This design comes from an exercise in tuning for small area, a short achievable clock period and few clock cycles per item on the open sky130 flow, not from production work. Only simulation tests tie the RTL to the original design; equivalence was not proved. Power is estimated from default activity; no workload was simulated.

run A:
// mae_bq
module mae_bq #(
    parameter N_CH = 8
) (
    input  wire        clk,
    input  wire        rst,
    input  wire        cmd_valid,
    output wire        cmd_ready,
    input  wire [31:0] cmd_data,
    output wire        rsp_valid,
    input  wire        rsp_ready,
    output wire [31:0] rsp_data
);
For scale: roughly 8,500 cells after synthesis, about 1,600 flip-flops, ~70 I/O pins.
clock: 22.0 ns
lec_check: 0
cap_margin: 20
core_margin: 2
core_utilization: 40
place_density: 0.6
slew_margin: 20
run.sh (not shown) runs the stock make flow with config.mk's settings and CLKGATE_MAP_FILE= SYNTH_SCRIPT=/design/flow/synth_recipe.tcl, a recipe that flattens the netlist after the stock synthesis.
Testbench counts of run A, summed over its fixed seeds: cycles 18,406, items 3,200.
#### Input delta (run B over run A)
Settings: ABC_CLOCK_PERIOD_IN_PS now 5000, previously not set.
==> flow/flow/run.sh (new file) <==
#!/bin/bash
# The standard flow, with synthesis unchanged, but with timing repair after
# placement, clock tree and global routing aiming for a setup slack of
# MARGIN ns (a clock period of about 22 - MARGIN ns) instead of 0.
set -euo pipefail
MARGIN=16.2
bash standard.sh synth > synth.log 2>&1
bash standard.sh SETUP_SLACK_MARGIN=$MARGIN TNS_END_PERCENT=100 finish > layout.log 2>&1
==> flow/standard.sh (new file) <==
#!/bin/bash
# synth_recipe.tcl (not shown) runs the flow's synth.tcl, then flattens the netlist and writes it again
# the make line also repeats each setting of config.mk as NAME=value (left out here)
make -C /OpenROAD-flow-scripts/flow DESIGN_CONFIG=/design/flow/config.mk WORK_HOME=/design/flow/orfs CLKGATE_MAP_FILE= SYNTH_SCRIPT=/design/flow/synth_recipe.tcl "${@:-finish}"
removed: flow/run.sh
[summary]
- Going from run A to run B, the fraction of power spent switching nets was found to have gone up by 1.0 points.
- Against run A as the reference, run B delivers a lower sequential share of layout area.
- Higher number of buffers added by the clock tree synthesis step was reported by run B, not run A.
- Max number of detailed-route iterations in the first pass across run B and run A: run B
- Run A → run B: utilization after layout increased by 3.9 points relative to the old numbers; detailed-route wire length rose 11%; routing usage on met2 now sits higher; post-layout net count rose by about 5%.
Changes in run C relative to run B:
diff --git a/flow/flow/run.sh b/flow/flow/run.sh
--- a/flow/flow/run.sh
+++ b/flow/flow/run.sh
@@ -6 +6 @@
-MARGIN=16.2
+MARGIN=15.5
==> notes.md <==
Run C finished all stages; the layout is clean.
Hold slack: run B vs run C — no meaningful difference
In the metrics for run C and run B, the one carrying the lower final critical delay including setup and external delays is run B.
The total global routing track utilization in run C was lower than what run B gave.
Run B -> run C: number of nets with antenna violations after detailed routing delta 0, exact match
Summary — synthesis-to-layout area growth, run C relative to run B: lower, by 7.7 points.
Comparing run B with run C, the post-place instance area came out essentially unchanged.

== v58 ==
mae_bq, a different RTL version from the one above (not shown whole).
For scale: roughly 8500 cells after synthesis, ~1600 flip-flops, about 70 I/O pins.
==> flow/config.mk <==
export PLATFORM = sky130hd
export DESIGN_NAME = mae_bq
export DESIGN_NICKNAME = mae_bq
export VERILOG_FILES = /design/flow/design.v
export SDC_FILE = /design/flow/constraint.sdc
export NUM_CORES = 4
export LEC_CHECK = 0
export ABC_CLOCK_PERIOD_IN_PS = 5000
export CAP_MARGIN = 20
export CORE_MARGIN = 2
export CORE_UTILIZATION = 50
export PLACE_DENSITY = 0.65
export SLEW_MARGIN = 20
==> flow/constraint.sdc <==
create_clock -name core_clock -period 22.0 [get_ports {clk}]
set_input_delay 4.4000 -clock core_clock [delete_from_list [all_inputs] [get_ports {clk}]]
set_output_delay 4.4000 -clock core_clock [all_outputs]
set_load 0.01 [all_outputs]
standard.sh (not shown) runs the stock make flow with config.mk's settings and CLKGATE_MAP_FILE= SYNTH_SCRIPT=/design/flow/synth_recipe.tcl, a recipe that flattens the netlist after the stock synthesis.
==> flow/flow/run.sh <==
#!/bin/bash
# The standard flow, with synthesis unchanged, but with timing repair after
# floorplan, clock tree and global routing aiming for a setup slack of
# MARGIN ns (a clock period of about 22 - MARGIN ns) instead of 0, and the
# port buffers made plain buffers (buf_4) instead of the default choice.
set -euo pipefail
MARGIN=16.0
bash standard.sh synth > synth.log 2>&1
bash standard.sh SETUP_SLACK_MARGIN=$MARGIN TNS_END_PERCENT=100 \
    "BUFFER_PORTS_ARGS=-buffer_cell sky130_fd_sc_hd__buf_4" finish > layout.log 2>&1
No stage failed in v58, and the final checks on the layout all came back clean.
Testbench counts of v58, summed over its fixed seeds: cycles 16,745, items 3,200.
--- input diff v58..v38 ---
-- flow/flow/run.sh --
<<< v58, line 5
# port buffers made plain buffers (buf_4) instead of the default choice.
set -euo pipefail
MARGIN=16.0
bash standard.sh synth > synth.log 2>&1
bash standard.sh SETUP_SLACK_MARGIN=$MARGIN TNS_END_PERCENT=100 \
>>> v38, line 5
# port buffers made plain buffers (buf_4) instead of the default choice.
set -euo pipefail
MARGIN=15.8
bash standard.sh synth > synth.log 2>&1
bash standard.sh SETUP_SLACK_MARGIN=$MARGIN TNS_END_PERCENT=100 \
-- flow/config.mk --
<<< v58, line 9
export CAP_MARGIN = 20
export CORE_MARGIN = 2
export CORE_UTILIZATION = 50
export PLACE_DENSITY = 0.65
export SLEW_MARGIN = 20
>>> v38, line 9
export CAP_MARGIN = 20
export CORE_MARGIN = 2
export CORE_UTILIZATION = 40
export PLACE_DENSITY = 0.6
export SLEW_MARGIN = 20
The clock buffer count in the final layout of v38 exceeds that of v58 by 22.
Taking v58 as the reference, in v38 cell area did not really move; hold slack went down; fraction of final layout cells sized beyond drive strength 1 went down.
Density: v38 sparser than v58
The inputs of v19 differ from those of v38 as listed below.
-- flow/flow/run.sh --
<<< v38, line 5
# port buffers made plain buffers (buf_4) instead of the default choice.
set -euo pipefail
MARGIN=15.8
bash standard.sh synth > synth.log 2>&1
bash standard.sh SETUP_SLACK_MARGIN=$MARGIN TNS_END_PERCENT=100 \
>>> v19, line 5
# port buffers made plain buffers (buf_4) instead of the default choice.
set -euo pipefail
MARGIN=16.0
bash standard.sh synth > synth.log 2>&1
bash standard.sh SETUP_SLACK_MARGIN=$MARGIN TNS_END_PERCENT=100 \
Notes after the runs:
- Re deepest level of the CTS H-tree: no difference whatsoever between v19 and v38.
- Between v38 and v19, the power density of the placed cells figures differ only marginally.
- Delta (v19 minus v38): global routing usage on met2 essentially unchanged, area of the die essentially unchanged.
- In v19 the slew at the pin closest to its max-slew limit turned out 46 ps higher than in v38.
- Shortest clock period the worst path allows after layout improves in v19 relative to v38.
- From v19 to v38, row count did not move at all.
- Summary — highest attainable clock frequency, v19 relative to v38: higher, by 1.9%.
- Worst setup slack for v19 is higher than for v38.
- Compare v38 and v19 | first-pass GRT wire length lower: v38

mae_bq, a different RTL version from the one above (not shown whole).
For scale: about 8300 cells after synthesis, roughly 1600 flip-flops.
Settings: LEC_CHECK=0, ABC_CLOCK_PERIOD_IN_PS=5000, CAP_MARGIN=20, CORE_MARGIN=2, CORE_UTILIZATION=40, PLACE_DENSITY=0.6, SLEW_MARGIN=20; clock period 22.0 ns.
==> flow/flow/run.sh <==
#!/bin/bash
# The standard flow, with synthesis unchanged, but with timing repair after
# floorplan, clock tree and global routing aiming for a setup slack of
# MARGIN ns (a clock period of about 22 - MARGIN ns) instead of 0, and the
# port buffers made plain buffers (buf_4) instead of the default choice.
set -euo pipefail
MARGIN=15.9
bash standard.sh synth > synth.log 2>&1
bash standard.sh SETUP_SLACK_MARGIN=$MARGIN TNS_END_PERCENT=100 \
    "BUFFER_PORTS_ARGS=-buffer_cell sky130_fd_sc_hd__buf_4" finish > layout.log 2>&1
Testbench counts at the start, summed over its fixed seeds: cycles 16,867, items 3,200.
Next try:
--- a/flow/flow/run.sh
+++ b/flow/flow/run.sh
@@ -7 +7 @@
-MARGIN=15.9
+MARGIN=16.0
- CORE_UTILIZATION: 40 -> 55
- PLACE_DENSITY: 0.6 -> 0.7
Synthesized cell count does not change. Final area decreases by about 1%. Power decreases by about 2.1%. Via count increases by 1.2%. Utilization increases by 17 points. Final cell count decreases by about 7%. Clock skew decreases by 0.045 ns. Critical path depth is unchanged. Register-to-register slack stays flat. First-iteration DRC count increases by about 22%.
Next try:
==> flow/flow/run.sh (replaced) <==
#!/bin/bash
# The standard flow, with synthesis unchanged, but with timing repair after
# placement, clock tree and global routing aiming for a setup slack of
# MARGIN ns (a clock period of about 22 - MARGIN ns) instead of 0.
set -euo pipefail
MARGIN=16.0
bash standard.sh synth > synth.log 2>&1
bash standard.sh SETUP_SLACK_MARGIN=$MARGIN TNS_END_PERCENT=100 finish > layout.log 2>&1
Effect: Via count barely changes; combinational power goes up slightly; non-clock buffer count goes up by 40; worst setup slack improved by 0.021 ns.
Next try:
--- a/flow/flow/run.sh
+++ b/flow/flow/run.sh
@@ -6 +6 @@
-MARGIN=16.0
+MARGIN=15.8
- CORE_UTILIZATION: 55 -> 40
- PLACE_DENSITY: 0.7 -> 0.6
After rerunning:
- setup slack gets worse by 0.13 ns
- area after synthesis does not change
- clock skew rose by 0.0092 ns
- clock-buffer cell count goes up by 17
- final area hardly moves

mae_bq again, from the RTL that the note above started with.
clock: 22.0 ns
lec_check: 0
abc_clock_period_in_ps: 5000
cap_margin: 20
core_margin: 2
core_utilization: 55
place_density: 0.7
slew_margin: 20
==> flow/flow/run.sh <==
#!/bin/bash
# The standard flow, with synthesis unchanged, but with timing repair after
# floorplan, clock tree and global routing aiming for a setup slack of
# MARGIN ns (a clock period of about 22 - MARGIN ns) instead of 0, and the
# port buffers made plain buffers (buf_4) instead of the default choice.
set -euo pipefail
MARGIN=16.3
bash standard.sh synth > synth.log 2>&1
bash standard.sh SETUP_SLACK_MARGIN=$MARGIN TNS_END_PERCENT=100 \
    "BUFFER_PORTS_ARGS=-buffer_cell sky130_fd_sc_hd__buf_4" finish > layout.log 2>&1
Testbench counts at the start, summed over its fixed seeds: cycles 16,867, items 3,200.
Rerun with:
--- a/flow/flow/run.sh
+++ b/flow/flow/run.sh
@@ -6,3 +6,3 @@
 set -euo pipefail
-MARGIN=16.3
+MARGIN=16.0
 bash standard.sh synth > synth.log 2>&1
- ABC_CLOCK_PERIOD_IN_PS: 5000 -> 4500
- CORE_UTILIZATION: 55 -> 40
- PLACE_DENSITY: 0.7 -> 0.6
Die area goes up by well over a third.
Synthesized area stays the same.
Core utilization came out lower by 19 points.
Design area goes down slightly.
Cell count increases by a few percent.
First-iteration DRC count fell by about a fifth.
Sequential power hardly moves.
Synthesized cell count does not change.
Rerun with:
==> flow/flow/run.sh (replaced) <==
#!/bin/bash
# The standard flow, with synthesis unchanged, but with timing repair after
# placement, clock tree and global routing aiming for a setup slack of
# MARGIN ns (a clock period of about 22 - MARGIN ns) instead of 0.
set -euo pipefail
MARGIN=15.5
bash standard.sh synth > synth.log 2>&1
bash standard.sh SETUP_SLACK_MARGIN=$MARGIN TNS_END_PERCENT=100 finish > layout.log 2>&1
- ABC_CLOCK_PERIOD_IN_PS: 4500 -> 5000
Clock skew goes up by 0.0086 ns.
Global-route usage falls by 0.60 points.
Fmax went down by 6.7%.
Setup slack degrades by 0.43 ns.
Utilization falls by 1.2 points.
Sequential power is about the same.
Clock power rose by about 5%.

-- separate check: timing with driven ports --
No port has a modelled driver above. Below, the same layouts with a new extraction and two added sets of constraints.
Step 1 sets driving cells, clkbuf_16 on the clock port and buf_2 on the other inputs (assumed; they add their load-dependent delay and slew).
Step 2 also shifts input and output timing later by t, the mid clock arrival at the registers, as if the neighbouring blocks saw the same clock.
a / b / c = ideal / step 1 / step 2; a / b = the first two.
| run | t (ns) | slack for setup (ns) | hold slack, ns | worst setup path at the end |
|---|---|---|---|---|
| run A | 0.896 | 13.849 / 13.849 / 13.849 | 0.322 / 0.322 / 0.322 | register to register |
| run B | 0.879 | 15.819 / 15.819 / 15.442 | 0.320 / 0.320 / 0.320 | input to register |
| run C | 0.892 | 15.539 / 15.442 / 14.841 | 0.321 / 0.321 / 0.321 | input to register |
| v58 | 0.891 | 15.895 / 15.923 / 15.033 | 0.326 / 0.326 / 0.326 | input to register |
| v38 | 0.918 | 15.883 / 15.889 / 15.011 | 0.286 / 0.286 / 0.286 | input to register |
| v19 | 0.902 | 15.999 / 16.035 / 15.133 | 0.320 / 0.320 / 0.320 | input to register |
| the first run of note 3 | 0.887 | 15.879 / 15.916 / 15.029 | 0.310 / 0.310 / 0.310 | input to register |
| the second run of note 3 | 0.885 | 15.975 / 16.005 / 15.120 | 0.321 / 0.321 / 0.321 | input to register |
| the third run of note 3 | 0.899 | 15.996 / 15.988 / 15.150 | 0.315 / 0.315 / 0.315 | input to register |
| the fourth run of note 3 | 0.916 | 15.869 / 15.778 / 15.024 | 0.316 / 0.316 / 0.316 | input to register |
| the first run of note 4 | 0.882 | 16.005 / 16.034 / 15.152 | 0.277 / 0.277 / 0.277 | input to register |
| the second run of note 4 | 0.905 | 16.071 / 15.979 / 15.222 | 0.314 / 0.314 / 0.314 | input to register |
| the third run of note 4 | 0.909 | 15.646 / 15.543 / 14.826 | 0.321 / 0.321 / 0.321 | input to register |
After both steps every run listed still meets setup and hold. For v38, which loses most, drivers alone change the setup slack by +0.006 ns; drivers and shift together by -0.872 ns.
